This is an optimization exercise on Yosys and OpenROAD, whose aim is small area, not a production implementation.
In this exercise RTL edits were held to simulation tests only and were not proved equivalent to the original.
Power is estimated from default activity; no workload was simulated.

`config.mk`:
```
export PLATFORM = sky130hd
export DESIGN_NAME = arbotix_busctl
export DESIGN_NICKNAME = arbotix_busctl
export VERILOG_FILES = /design/flow/design.v
export SDC_FILE = /design/flow/constraint.sdc
export NUM_CORES = 4
export LEC_CHECK = 0
export CAP_MARGIN = 20
export CORE_MARGIN = 2
export CORE_UTILIZATION = 40
export SLEW_MARGIN = 20
```
`constraint.sdc`:
```
create_clock -name core_clock -period 10.0 [get_ports {clk}]
set_input_delay 2.0000 -clock core_clock [delete_from_list [all_inputs] [get_ports {clk}]]
set_output_delay 2.0000 -clock core_clock [all_outputs]
set_load 0.01 [all_outputs]
```
`design.v`:
```
module arbotix_uart_rx (
  input  wire        clk,
  input  wire        rst_n,
  input  wire [15:0] baud_gen,
  input  wire        rxd,
  output reg         byte_valid,
  output reg  [7:0]  byte_data
);
  localparam [1:0] R_IDLE  = 2'd0;
  localparam [1:0] R_START = 2'd1;
  localparam [1:0] R_DATA  = 2'd2;
  localparam [1:0] R_STOP  = 2'd3;
  reg        rxd_s1, rxd_s2;
  reg [1:0]  state;
  reg [18:0] tmr;
  reg [2:0]  bitn;
  reg [7:0]  shreg;
  wire [18:0] bit_period_m1  = {baud_gen, 3'b111};         
  wire [18:0] half_period_m1 = {1'b0, baud_gen, 2'b11};    
  always @(posedge clk) begin
    if (!rst_n) begin
      rxd_s1 <= 1'b1;
      rxd_s2 <= 1'b1;
    end else begin
      rxd_s1 <= rxd;
      rxd_s2 <= rxd_s1;
    end
  end
  always @(posedge clk) begin
    if (!rst_n) begin
      state      <= R_IDLE;
      tmr        <= 19'd0;
      bitn       <= 3'd0;
      shreg      <= 8'd0;
      byte_valid <= 1'b0;
      byte_data  <= 8'd0;
    end else begin
      byte_valid <= 1'b0;
      case (state)
        R_IDLE: begin
          if (!rxd_s2) begin
            tmr   <= half_period_m1;
            state <= R_START;
          end
        end
        R_START: begin
          if (tmr == 19'd0) begin
            if (!rxd_s2) begin
              tmr   <= bit_period_m1;
              bitn  <= 3'd0;
              state <= R_DATA;
            end else begin
              state <= R_IDLE;         
            end
          end else begin
            tmr <= tmr - 19'd1;
          end
        end
        R_DATA: begin
          if (tmr == 19'd0) begin
            shreg <= {rxd_s2, shreg[7:1]};
            tmr   <= bit_period_m1;
            bitn  <= bitn + 3'd1;
            if (bitn == 3'd7)
              state <= R_STOP;
          end else begin
            tmr <= tmr - 19'd1;
          end
        end
        R_STOP: begin
          if (tmr == 19'd0) begin
            byte_valid <= 1'b1;
            byte_data  <= shreg;
            state      <= R_IDLE;
          end else begin
            tmr <= tmr - 19'd1;
          end
        end
      endcase
    end
  end
endmodule
module arbotix_busctl (
  input  wire       clk,
  input  wire       rst_n,
  input  wire [8:0] h_addr,
  input  wire [7:0] h_wdata,
  input  wire       h_we,
  input  wire       h_re,
  output reg  [7:0] h_rdata,
  output wire       irq,
  output wire       txd,
  input  wire       rxd,
  output wire       tx_en,
  output wire       rx_en,
  output wire       seg_en
);
  localparam [7:0] CAP_DEPTH = 8'd32;
  localparam [7:0] SEG_COUNT = 8'd1;
  localparam [7:0] C_SET_TX     = 8'h01;
  localparam [7:0] C_SET_TX_ALL = 8'h02;
  localparam [7:0] C_SET_RX     = 8'h03;
  localparam [7:0] C_SEND       = 8'h04;
  localparam [7:0] C_RECV       = 8'h05;
  localparam [7:0] C_INIT       = 8'h06;
  localparam [7:0] C_READ       = 8'h10;
  localparam [7:0] C_WRITE      = 8'h11;
  localparam [7:0] C_REG_WRITE  = 8'h12;
  localparam [7:0] C_ACTION     = 8'h13;
  localparam [7:0] C_PING       = 8'h14;
  localparam [7:0] C_DEV_RESET  = 8'h15;
  localparam [2:0] E_NONE    = 3'd0;
  localparam [2:0] E_BUSY    = 3'd1;
  localparam [2:0] E_BADCMD  = 3'd2;
  localparam [2:0] E_BADID   = 3'd3;
  localparam [2:0] E_BADW    = 3'd4;
  localparam [2:0] E_BADPC   = 3'd5;
  localparam [2:0] E_BADEXP  = 3'd6;
  localparam [2:0] E_NOTTX   = 3'd7;
  localparam [3:0] S_IDLE   = 4'd0;
  localparam [3:0] S_SETTX  = 4'd1;
  localparam [3:0] S_PUT    = 4'd2;
  localparam [3:0] S_RX1    = 4'd3;
  localparam [3:0] S_RX2    = 4'd4;
  localparam [3:0] S_RX3    = 4'd5;
  localparam [3:0] S_RSETUP = 4'd6;
  localparam [3:0] S_POLL   = 4'd7;
  localparam [3:0] S_CHECK  = 4'd8;
  localparam [3:0] S_INIT   = 4'd9;
  reg [7:0]  cmd_code;
  reg        st_done, st_result, st_cmd_err, st_ovf, st_le_valid;
  reg [1:0]  st_rx_cause;
  reg        ctrl_done_ie, ctrl_wr_reply;
  reg [2:0]  err_cause;
  reg [7:0]  op_id, op_addr, op_width, op_val_lo, op_val_hi;
  reg [7:0]  op_instr, op_pcount, op_explen;
  reg [15:0] rval;
  reg [7:0]  last_error;
  reg        line_tx_en, line_rx_en;
  reg        thr_full, tsr_busy;
  reg        seg_en_r;
  reg [7:0]  wr_idx, tx_idx, rx_bcount, rx_offset;
  reg [7:0]  baud_lo, baud_hi, settle_bits, timeout_lo, timeout_hi, poll_div;
  reg [7:0]  param     [0:31];
  reg [7:0]  frame     [0:31];
  reg [2:0]  seg_table [0:254];
  reg [7:0]  cap_buf   [0:31];
  reg [15:0] baud_gen;
  reg [3:0]  seq;
  reg [7:0]  l_cmd, l_id, l_addr, l_width, l_instr, l_pcount, l_explen;
  reg [15:0] l_val;
  reg [7:0]  l_param [0:31];
  reg        l_route, l_wr_reply;
  reg [7:0]  l_settle;
  reg [15:0] l_timeout, l_baud;
  reg [5:0]  put_idx;
  reg [7:0]  tx_cks;
  reg [18:0] settle_tmr;
  reg [7:0]  settle_left;
  reg [7:0]  bcount, offset;
  reg [15:0] polls;
  reg [7:0]  rx_sum;
  reg [7:0]  poll_tmr;
  reg [7:0]  thr;
  reg [8:0]  tx_sh;
  reg [3:0]  tx_bit;
  reg [18:0] tx_tmr;
  reg        txd_r;
  wire       rx_byte_valid;
  wire [7:0] rx_byte;
  wire [18:0] bit_period_m1 = {baud_gen, 3'b111};
  wire busy = (seq != S_IDLE);
  assign irq    = st_done & ctrl_done_ie;
  assign txd    = txd_r;
  assign tx_en  = line_tx_en;
  assign rx_en  = line_rx_en;
  assign seg_en = seg_en_r;
  arbotix_uart_rx u_rx (
    .clk        (clk),
    .rst_n      (rst_n),
    .baud_gen   (baud_gen),
    .rxd        (rxd),
    .byte_valid (rx_byte_valid),
    .byte_data  (rx_byte)
  );
  wire host_cmd_wr = h_we && (h_addr == 9'h000);
  wire [7:0] c = h_wdata;
  wire c_defined = (c >= C_SET_TX && c <= C_INIT) || (c >= C_READ && c <= C_DEV_RESET);
  wire c_uses_id = (c == C_SET_TX) || (c == C_SET_RX) || (c == C_SEND) ||
                   (c >= C_READ && c <= C_DEV_RESET);
  wire c_uses_w  = (c == C_READ) || (c == C_WRITE) || (c == C_REG_WRITE);
  reg [2:0] v_cause;
  always @(*) begin
    if (!c_defined)                                  v_cause = E_BADCMD;
    else if (c_uses_id && op_id == 8'hFF)            v_cause = E_BADID;
    else if (c_uses_w && op_width != 8'd1 && op_width != 8'd2) v_cause = E_BADW;
    else if (c == C_SEND && op_pcount > 8'd32)       v_cause = E_BADPC;
    else if (c == C_RECV && op_explen > CAP_DEPTH)   v_cause = E_BADEXP;
    else if (c == C_SEND && !line_tx_en)             v_cause = E_NOTTX;
    else                                             v_cause = E_NONE;
  end
  wire [2:0] id_seg = (op_id == 8'hFF) ? 3'd0 : seg_table[op_id];
  wire       id_route = ({5'd0, id_seg} < SEG_COUNT);
  reg [3:0] first_step;
  always @(*) begin
    case (c)
      C_SET_TX, C_SET_TX_ALL: first_step = S_SETTX;
      C_SET_RX:               first_step = S_RX1;
      C_SEND:                 first_step = S_PUT;
      C_RECV:                 first_step = S_RSETUP;
      C_INIT:                 first_step = S_INIT;
      default:                first_step = S_SETTX;
    endcase
  end
  wire accept = host_cmd_wr && !busy && (v_cause == E_NONE);
  reg [7:0] wire_op;
  always @(*) begin
    case (l_cmd)
      C_READ:      wire_op = 8'h02;
      C_WRITE:     wire_op = 8'h03;
      C_REG_WRITE: wire_op = 8'h04;
      C_ACTION:    wire_op = 8'h05;
      C_PING:      wire_op = 8'h01;
      C_DEV_RESET: wire_op = 8'h06;
      default:     wire_op = l_instr;    
    endcase
  end
  wire is_send  = (l_cmd == C_SEND);
  wire is_write = (l_cmd == C_WRITE) || (l_cmd == C_REG_WRITE);
  wire is_rxwr  = is_write || (l_cmd == C_ACTION) || (l_cmd == C_DEV_RESET);
  reg [7:0] n_params;
  always @(*) begin
    if (is_send)               n_params = l_pcount;
    else if (l_cmd == C_READ)  n_params = 8'd2;
    else if (is_write)         n_params = 8'd1 + l_width;
    else                       n_params = 8'd0;
  end
  wire [7:0] pidx = {2'b00, put_idx} - 8'd5;
  reg  [7:0] param_byte;
  always @(*) begin
    if (is_send)
      param_byte = l_param[pidx[4:0]];
    else if (pidx == 8'd0)
      param_byte = l_addr;
    else if (pidx == 8'd1)
      param_byte = (l_cmd == C_READ) ? l_width : l_val[7:0];
    else
      param_byte = l_val[15:8];
  end
  wire last_put = ({2'b00, put_idx} == n_params + 8'd5);
  reg  [7:0] put_byte;
  always @(*) begin
    if (put_idx == 6'd0 || put_idx == 6'd1) put_byte = 8'hFF;
    else if (put_idx == 6'd2)               put_byte = l_id;
    else if (put_idx == 6'd3)               put_byte = n_params + 8'd2;
    else if (put_idx == 6'd4)               put_byte = wire_op;
    else if (last_put)                      put_byte = ~tx_cks;
    else                                    put_byte = param_byte;
  end
  reg [7:0] rx_explen;
  always @(*) begin
    if (l_cmd == C_RECV)      rx_explen = l_explen;
    else if (l_cmd == C_READ) rx_explen = 8'd6 + l_width;
    else                      rx_explen = 8'd6;
  end
  wire [7:0]  ppos      = bcount + offset;
  wire        have_byte = (wr_idx > ppos);
  wire [7:0]  pbyte     = cap_buf[ppos[4:0]];
  wire        discard   = ((bcount == 8'd0) && (pbyte != 8'hFF)) ||
                          ((bcount == 8'd2) && (pbyte == 8'hFF));
  wire [16:0] polls_inc = {1'b0, polls} + 17'd1;
  wire [16:0] tmo_lim   = (l_timeout == 16'd0) ? 17'd1 : {1'b0, l_timeout};
  wire        poll_now  = (seq == S_POLL) && (bcount != rx_explen) && (poll_tmr == 8'd0);
  wire        accept_b  = poll_now && have_byte;
  wire        sum_ok    = (rx_sum == 8'hFF);
  wire capture = rx_byte_valid && line_rx_en && seg_en_r;
  always @(posedge clk) begin
    if (!rst_n) begin
      cmd_code      <= 8'h00;
      st_done       <= 1'b0;
      st_result     <= 1'b0;
      st_rx_cause   <= 2'b00;
      st_cmd_err    <= 1'b0;
      st_ovf        <= 1'b0;
      st_le_valid   <= 1'b0;
      ctrl_done_ie  <= 1'b0;
      ctrl_wr_reply <= 1'b0;
      err_cause     <= 3'd0;
      op_id         <= 8'h00;
      op_addr       <= 8'h00;
      op_width      <= 8'h00;
      op_val_lo     <= 8'h00;
      op_val_hi     <= 8'h00;
      op_instr      <= 8'h00;
      op_pcount     <= 8'h00;
      op_explen     <= 8'h00;
      rval          <= 16'h0000;
      line_tx_en    <= 1'b0;
      line_rx_en    <= 1'b0;
      seg_en_r      <= 1'b0;
      wr_idx        <= 8'd0;
      tx_idx        <= 8'd0;
      rx_bcount     <= 8'd0;
      rx_offset     <= 8'd0;
      baud_lo       <= 8'h00;
      baud_hi       <= 8'h00;
      settle_bits   <= 8'd20;
      timeout_lo    <= 8'hE8;
      timeout_hi    <= 8'h03;
      poll_div      <= 8'd15;
      baud_gen      <= 16'h0000;
      seq           <= S_IDLE;
      thr_full      <= 1'b0;
    end else begin
      if (h_we) begin
        case (h_addr)
          9'h001: begin
            if (h_wdata[1]) st_done <= 1'b0;
            if (h_wdata[5]) begin st_cmd_err <= 1'b0; err_cause <= 3'd0; end
            if (h_wdata[6]) st_ovf <= 1'b0;
          end
          9'h002: begin ctrl_done_ie <= h_wdata[0]; ctrl_wr_reply <= h_wdata[1]; end
          9'h004: op_id       <= h_wdata;
          9'h005: op_addr     <= h_wdata;
          9'h006: op_width    <= h_wdata;
          9'h007: op_val_lo   <= h_wdata;
          9'h008: op_val_hi   <= h_wdata;
          9'h009: op_instr    <= h_wdata;
          9'h00A: op_pcount   <= h_wdata;
          9'h00B: op_explen   <= h_wdata;
          9'h018: baud_lo     <= h_wdata;
          9'h019: baud_hi     <= h_wdata;
          9'h01A: settle_bits <= h_wdata;
          9'h01B: timeout_lo  <= h_wdata;
          9'h01C: timeout_hi  <= h_wdata;
          9'h01D: poll_div    <= h_wdata;
          default: ;
        endcase
      end
      if (host_cmd_wr) begin
        if (busy) begin
          st_cmd_err <= 1'b1;
          err_cause  <= E_BUSY;
        end else begin
          cmd_code    <= c;
          st_done     <= 1'b0;
          st_result   <= 1'b0;
          st_rx_cause <= 2'b00;
          if (v_cause != E_NONE) begin
            st_cmd_err <= 1'b1;
            err_cause  <= v_cause;
            st_done    <= 1'b1;
            st_result  <= 1'b1;
          end else begin
            seq <= first_step;
          end
        end
      end
      if (capture) begin
        if (wr_idx < CAP_DEPTH)
          wr_idx <= wr_idx + 8'd1;
        else
          st_ovf <= 1'b1;
      end
      if (thr_full && !tsr_busy)
        thr_full <= 1'b0;
      case (seq)
        S_SETTX: begin
          line_rx_en <= 1'b0;
          line_tx_en <= 1'b1;
          seg_en_r   <= (l_cmd == C_SET_TX_ALL) ? 1'b1 : l_route;
          wr_idx     <= 8'd0;
          tx_idx     <= 8'd0;
          if (l_cmd == C_SET_TX || l_cmd == C_SET_TX_ALL) begin
            st_done     <= 1'b1;
            st_result   <= 1'b0;
            st_rx_cause <= 2'b00;
            seq         <= S_IDLE;
          end else begin
            seq <= S_PUT;
          end
        end
        S_PUT: begin
          if (!thr_full) begin
            thr_full <= 1'b1;
            tx_idx   <= tx_idx + 8'd1;
            if (last_put) begin
              if (is_send) begin
                st_done     <= 1'b1;
                st_result   <= 1'b0;
                st_rx_cause <= 2'b00;
                seq         <= S_IDLE;
              end else begin
                seq <= S_RX1;
              end
            end
          end
        end
        S_RX1: begin
          if (!thr_full)
            seq <= S_RX2;
        end
        S_RX2: begin
          if (settle_left == 8'd0)
            seq <= S_RX3;
          else if (settle_tmr == 19'd0 && settle_left == 8'd1)
            seq <= S_RX3;
        end
        S_RX3: begin
          if (l_settle < 8'd10 || !tsr_busy) begin
            line_tx_en <= 1'b0;
            seg_en_r   <= l_route;
            wr_idx     <= 8'd0;
            tx_idx     <= 8'd0;
            line_rx_en <= 1'b1;
            if (l_cmd == C_SET_RX || (is_rxwr && !l_wr_reply)) begin
              st_done     <= 1'b1;
              st_result   <= 1'b0;
              st_rx_cause <= 2'b00;
              seq         <= S_IDLE;
            end else begin
              seq <= S_RSETUP;
            end
          end
        end
        S_RSETUP: begin
          seq <= S_POLL;
        end
        S_POLL: begin
          if (bcount == rx_explen) begin
            seq <= S_CHECK;
          end else if (poll_tmr == 8'd0) begin
            if (!have_byte && polls_inc >= tmo_lim) begin
              rx_bcount   <= bcount;
              rx_offset   <= offset;
              if (l_cmd == C_READ) rval <= 16'hFFFF;
              st_done     <= 1'b1;
              st_result   <= 1'b1;
              st_rx_cause <= 2'b01;
              seq         <= S_IDLE;
            end
          end
        end
        S_CHECK: begin
          rx_bcount <= bcount;
          rx_offset <= offset;
          st_done   <= 1'b1;
          seq       <= S_IDLE;
          if (sum_ok) begin
            st_result   <= 1'b0;
            st_rx_cause <= 2'b00;
            if (l_cmd != C_RECV) begin
              last_error  <= frame[4];
              st_le_valid <= 1'b1;
            end
            if (l_cmd == C_READ)
              rval <= (l_width == 8'd1) ? {8'h00, frame[5]} : {frame[6], frame[5]};
          end else begin
            st_result   <= 1'b1;
            st_rx_cause <= 2'b10;
            if (l_cmd == C_READ) rval <= 16'hFFFF;
          end
        end
        S_INIT: begin
          if (!thr_full && !tsr_busy) begin
            baud_gen    <= l_baud;
            line_tx_en  <= 1'b0;
            line_rx_en  <= 1'b1;
            seg_en_r    <= 1'b1;
            wr_idx      <= 8'd0;
            tx_idx      <= 8'd0;
            st_done     <= 1'b1;
            st_result   <= 1'b0;
            st_rx_cause <= 2'b00;
            seq         <= S_IDLE;
          end
        end
        default: ;
      endcase
    end
  end
  integer i;
  always @(posedge clk) begin
    if (accept) begin
      l_cmd      <= c;
      l_id       <= op_id;
      l_addr     <= op_addr;
      l_width    <= op_width;
      l_val      <= {op_val_hi, op_val_lo};
      l_instr    <= op_instr;
      l_pcount   <= op_pcount;
      l_explen   <= op_explen;
      l_route    <= id_route;
      l_wr_reply <= ctrl_wr_reply;
      l_settle   <= settle_bits;
      l_timeout  <= {timeout_hi, timeout_lo};
      l_baud     <= {baud_hi, baud_lo};
      for (i = 0; i < 32; i = i + 1)
        l_param[i] <= param[i];
    end
  end
  always @(posedge clk) begin
    if (accept || seq == S_SETTX) begin
      put_idx <= 6'd0;
      tx_cks  <= 8'd0;
    end else if (seq == S_PUT && !thr_full) begin
      put_idx <= put_idx + 6'd1;
      if (put_idx >= 6'd2)
        tx_cks <= tx_cks + put_byte;
    end
  end
  always @(posedge clk) begin
    if (seq == S_RX1) begin
      settle_left <= l_settle;
      settle_tmr  <= bit_period_m1;
    end else if (seq == S_RX2) begin
      if (settle_tmr == 19'd0) begin
        settle_tmr  <= bit_period_m1;
        settle_left <= settle_left - 8'd1;
      end else begin
        settle_tmr <= settle_tmr - 19'd1;
      end
    end
  end
  always @(posedge clk) begin
    if (seq == S_RSETUP) begin
      bcount   <= 8'd0;
      offset   <= 8'd0;
      polls    <= 16'd0;
      rx_sum   <= 8'd0;
      poll_tmr <= poll_div;
    end else if (seq == S_POLL && bcount != rx_explen) begin
      if (poll_tmr != 8'd0) begin
        poll_tmr <= poll_tmr - 8'd1;
      end else begin
        poll_tmr <= poll_div;
        if (have_byte) begin
          polls <= 16'd0;
          if (discard) begin
            offset <= offset + 8'd1;
          end else begin
            bcount <= bcount + 8'd1;
            if (bcount >= 8'd2)
              rx_sum <= rx_sum + pbyte;
          end
        end else begin
          polls <= polls_inc[15:0];
        end
      end
    end
  end
  always @(posedge clk) begin
    if (accept_b)
      frame[bcount[4:0]] <= pbyte;
  end
  always @(posedge clk) begin
    if (rst_n && capture && wr_idx < CAP_DEPTH)
      cap_buf[wr_idx[4:0]] <= rx_byte;
  end
  always @(posedge clk) begin
    if (!rst_n) begin
      for (i = 0; i < 32; i = i + 1)
        param[i] <= 8'h00;
    end else if (h_we && h_addr[8:5] == 4'b0010) begin
      param[h_addr[4:0]] <= h_wdata;
    end
  end
  always @(posedge clk) begin
    if (!rst_n) begin
      for (i = 0; i < 255; i = i + 1)
        seg_table[i] <= 3'd0;
    end else if (h_we && h_addr[8] && h_addr[7:0] != 8'hFF) begin
      seg_table[h_addr[7:0]] <= h_wdata[2:0];
    end
  end
  always @(posedge clk) begin
    if (seq == S_PUT && !thr_full)
      thr <= put_byte;
  end
  always @(posedge clk) begin
    if (!rst_n) begin
      tsr_busy <= 1'b0;
      txd_r    <= 1'b1;
      tx_sh    <= 9'h1FF;
      tx_bit   <= 4'd0;
      tx_tmr   <= 19'd0;
    end else if (!tsr_busy) begin
      if (thr_full) begin
        tsr_busy <= 1'b1;
        txd_r    <= 1'b0;               
        tx_sh    <= {1'b1, thr};        
        tx_bit   <= 4'd0;
        tx_tmr   <= bit_period_m1;
      end
    end else begin
      if (tx_tmr == 19'd0) begin
        tx_tmr <= bit_period_m1;
        if (tx_bit == 4'd9) begin
          tsr_busy <= 1'b0;             
          txd_r    <= 1'b1;
        end else begin
          txd_r  <= tx_sh[0];
          tx_sh  <= {1'b1, tx_sh[8:1]};
          tx_bit <= tx_bit + 4'd1;
        end
      end else begin
        tx_tmr <= tx_tmr - 19'd1;
      end
    end
  end
  reg [7:0] rd;
  always @(*) begin
    rd = 8'h00;
    if (h_addr[8]) begin
      if (h_addr[7:0] != 8'hFF)
        rd = {5'd0, seg_table[h_addr[7:0]]};
    end else if (h_addr[7:5] == 3'b011) begin
      rd = frame[h_addr[4:0]];
    end else if (h_addr[7:5] == 3'b010) begin
      rd = param[h_addr[4:0]];
    end else begin
      case (h_addr[7:0])
        8'h00: rd = cmd_code;
        8'h01: rd = {st_le_valid, st_ovf, st_cmd_err, st_rx_cause, st_result, st_done, busy};
        8'h02: rd = {6'd0, ctrl_wr_reply, ctrl_done_ie};
        8'h03: rd = {5'd0, err_cause};
        8'h04: rd = op_id;
        8'h05: rd = op_addr;
        8'h06: rd = op_width;
        8'h07: rd = op_val_lo;
        8'h08: rd = op_val_hi;
        8'h09: rd = op_instr;
        8'h0A: rd = op_pcount;
        8'h0B: rd = op_explen;
        8'h0C: rd = rval[7:0];
        8'h0D: rd = rval[15:8];
        8'h0E: rd = last_error;
        8'h0F: rd = {4'd0, tsr_busy, thr_full, line_rx_en, line_tx_en};
        8'h10: rd = {7'd0, seg_en_r};
        8'h11: rd = wr_idx;
        8'h12: rd = tx_idx;
        8'h13: rd = rx_bcount;
        8'h14: rd = rx_offset;
        8'h15: rd = CAP_DEPTH;
        8'h16: rd = SEG_COUNT;
        8'h18: rd = baud_lo;
        8'h19: rd = baud_hi;
        8'h1A: rd = settle_bits;
        8'h1B: rd = timeout_lo;
        8'h1C: rd = timeout_hi;
        8'h1D: rd = poll_div;
        default: rd = 8'h00;
      endcase
    end
  end
  always @(posedge clk) begin
    if (h_re)
      h_rdata <= rd;
  end
endmodule
```
`run.sh`:
```
#!/bin/bash
# synth_recipe.tcl (not shown) runs the flow's synth.tcl, then flattens the netlist and writes it again
# the make line also repeats each setting of config.mk as NAME=value (left out here)
make -C /OpenROAD-flow-scripts/flow DESIGN_CONFIG=/design/flow/config.mk WORK_HOME=/design/flow/orfs CLKGATE_MAP_FILE= SYNTH_SCRIPT=/design/flow/synth_recipe.tcl finish
```
==> impl_metrics.env <==
export IMPL_cts_made_buffers=247
export IMPL_finalCritPeriodShare_pct=75.6
export IMPL_synth_cell_type_count=98
export IMPL_maxCapViolations=0
export IMPL_synth_most_common_cell="edfxtp_1"
export IMPL_avgSynthCellArea_um2=13.0
export IMPL_synth_area_um2=106000
export IMPL_outcome="timing/DRC/antenna clean"
export IMPL_postCtsHoldBufs=0
export IMPL_die_h_um=519
export IMPL_yosysTopAreaCell="edfxtp_1"
export IMPL_maxSlewHeadroom_pct=22.6
export IMPL_crit_fanout=21
export IMPL_final_nets=8085
export IMPL_synth_area_top_cells="edfxtp_1, mux4_2, dfxtp_1, nor2_1, nand2_1"
export IMPL_path_class="reg2reg"
export IMPL_ir_worst_vdd_mv=0.150
export IMPL_holdWs_ps=373
export IMPL_core_um2=264000
export IMPL_yosysTopAreaCellShare_pct=55.5
export IMPL_setup_violations=0
export IMPL_clk_latency_ps=950
export IMPL_rsz0062_at_grt="no"
export IMPL_worstMarginPinSlew_ps=1150
export IMPL_cts_sinks=2307
export IMPL_power_density_nw_per_um2=199
export IMPL_finalSetupTns_ps=0
export IMPL_period_needed_ps=7560
export IMPL_vias_per_cell=6.06
export IMPL_min_delay_start="u_rx.shreg[7]$_SDFFE_PN0P_"
export IMPL_wl_per_cell_um=28.2
export IMPL_final_max_slew_viol_count=0
export IMPL_power_switching_mw=6.21
export IMPL_drc_errors=0
export IMPL_synth_seq_cells=2307
export IMPL_ys_seq_area_share_pct=62.1
export IMPL_synthArstFlopShare_pct=0
export IMPL_gp_congestion=0.970
export IMPL_syn2layout_area_growth_pct=11.4
export IMPL_path_clk_slew_ps=60
export IMPL_setup_worst_path_start_class="register"
export IMPL_cts_root_buf="clkbuf_16"
export IMPL_vias=71100
export IMPL_wirelength_um=330000
export IMPL_grt_start_max_net_pins=181
export IMPL_power_leakage_nw=37.2
export IMPL_synth_edf_count=1962
export IMPL_fill_cells=23700
export IMPL_start_util_pct=40.1
export IMPL_clockPowerShare_pct=39.7
export IMPL_grt_use_total_pct=23.9
export IMPL_postCtsSetupRepairBufs=0
export IMPL_r2r_start="put_idx[1]$_SDFFE_PP0P_"
export IMPL_crit_arrival_ps=8280
export IMPL_synth_commonest_cells="edfxtp_1, nor2_1, nand2_1"
export IMPL_grt_first_pass_wirelength_um=480000
export IMPL_grt_pass1_vias=68800
export IMPL_io_pin_count=35
export IMPL_max_freq_mhz=132
export IMPL_crit_start="put_idx[1]$_SDFFE_PP0P_"
export IMPL_power_frac_comb_pct=13.8
export IMPL_die_area_um2=269000
export IMPL_skew_ps=133
export IMPL_ys_flop_type="edfxtp_1"
export IMPL_wl_met3_um=31200
export IMPL_p_sw_share_pct=26.4
export IMPL_drt_iter0_markers=10100
export IMPL_fp_row_count=189
export IMPL_cts_max_path_buffers=4
export IMPL_cp_end_kind="register"
export IMPL_drive_above_1_share_pct=14.9
export IMPL_wl_met1_um=134000
export IMPL_p_seq_share_pct=46.6
export IMPL_top_layer_used="met5"
export IMPL_drt_antenna_violating_nets=0
export IMPL_cts_tree="yes"
export IMPL_required_ps=10720
export IMPL_cts_resized=0
export IMPL_place_port_buffers=34
export IMPL_hold_violations=0
export IMPL_grt_overflow_total=0
export IMPL_antenna_found_initial=10
export IMPL_synth_warnings=3
export IMPL_p_int_mw=17.3
export IMPL_hold_class="reg2reg"
export IMPL_dr_wl_met2_um=151000
export IMPL_fp_dieW_um=519
export IMPL_dp_hpwl_um=221000
export IMPL_h_tree_depth=4
export IMPL_drt_pass1_iterations=7
export IMPL_postSynthCellCount=8153
[through the flow]
stage	power, mW	instance area [um2]	instances	setup WS (ps)	util [%]
global placement	14.3	110000	11300	2400	41.6
CTS	23.5	118000	11700	2530	44.7
finish	23.5	118000	11700	2440	44.7
global route	24.2	118000	11700	1890	44.7
detailed placement	14.3	110000	11300	2550	41.6
floorplan	13.2	106000	8155	791	-
[cell type report]
| class | instances | area (um2) | share of cell area [%] |
|---|---|---|---|
| well taps | 3533 | 4420 | 3.74 |
| clock buffers | 281 | 6440 | 5.45 |
| multi-input cells | 5144 | 37700 | 31.9 |
| repair buffers | 198 | 1700 | 1.44 |
| flip-flops and latches | 2307 | 65800 | 55.7 |
| inverters | 78 | 298 | 0.252 |
| clock inverters | 173 | 1760 | 1.49 |
| diodes | 6 | 15.0 | 0.0127 |
[worst paths after layout]
| kind | endpoint | slack [ps] | depth (start not counted) |
|---|---|---|---|
| max | tx_cks[7]$_SDFFE_PP0P_ | 2440 | 25 |
| min | u_rx.shreg[6]$_SDFFE_PN0P_ | 370 | 2 |
| max reg2reg | tx_cks[7]$_SDFFE_PP0P_ | 2440 | 25 |
| min reg2reg | u_rx.shreg[6]$_SDFFE_PN0P_ | 370 | 2 |
[layout by cell type (no fill, tap or decap), types with 80 or more instances in the layout]
cell and count:
xnor2_1 80, a211oi_1 101, nand2_1 604, and2_1 284, mux4_2 546, nand3_1 162, nor3_1 216, buf_4 156
nor2_1 1223, clkbuf_16 251, o21ai_0 406, a21oi_1 435, ha_1 82, dfxtp_1 337, edfxtp_1 1962
[flip-flops by register name (all words and copies together) (netlist names), 16 cells and up, named ones only]
signal and count:
tx_tmr 19, frame 256, l_baud 16, rval 16, baud_gen 16, l_param 256, cap_buf 256, l_timeout 16
param 256, polls 16, settle_tmr 19, l_val 16, seg_table 768, u_rx.tmr 19
[routing by layer]
layer / vias up / track usage (%)
li1: 30600 / -
met2: 3725 / 37.4
met1: 36100 / 33.4
met5: - / 0
met4: 8 / 8.29
met3: 659 / 4.62
[critical path: stages, from the launching register on]
cell and delay, ps:
dfxtp_1 650, inv_1 230, ha_1 480, nor2b_1 800, nor3_1 350, nor2_4 410
mux2_2 380, a222oi_1 270, o221ai_1 230, a2111oi_0 560, a41oi_1 280, a22o_1 280
o2111ai_2 180, o211ai_1 140, ha_1 300, a21o_1 180, a21oi_1 250, o21bai_1 110
a21oi_1 230, nor2b_1 70, o21ai_0 190, nand2b_1 110, nand2_1 100, a211oi_1 50
a2111oi_0 480, nand2_1 90
[power by group through the flow]
stage	sequential [mW]	combinational [mW]	clock [mW]
2_1_floorplan	11.0	2.18	0
3_3_place_gp	11.1	3.13	0
3_5_place_dp	11.1	3.16	0
4_1_cts	10.9	3.18	9.43
5_1_grt	11.0	3.43	9.80
6_report	10.9	3.23	9.32
[logic make-up after synthesis]
group | count (synthesis) | share of synthesized area, %
other cells | 1 | 0.00354
xor+xnor | 133 | 1.10
mux | 638 | 12.5
simple gates | 2870 | 12.3
buf+inv | 704 | 2.63
fa+ha+maj | 87 | 1.05
compound gates | 1413 | 8.32
flops | 2307 | 62.1

-- port drivers added, routing unchanged --
No port has a modelled driver above. Below, the same layout with a new extraction and two added sets of constraints.
Step 1, drivers: a clkbuf_16 drives clk and a buf_2 each remaining input, both assumed.
Step 2, shift: input delay + t, output delay - t, t = (earliest + latest rising clock arrival at the registers) / 2. This alone moves slack from input paths to output paths.
a / b / c = ideal / step 1 / step 2; a / b = the first two.
t (ns): 0.968
setup slack, ns: 2.443 / 2.443 / 2.443
latest minus earliest clock arrival (ns): 0.133 / 0.133
pins driven straight from the clock port: 1
After both steps setup and hold are still met in this run. For this run, drivers alone change the setup slack by 0.000 ns; drivers and shift together by 0.000 ns.
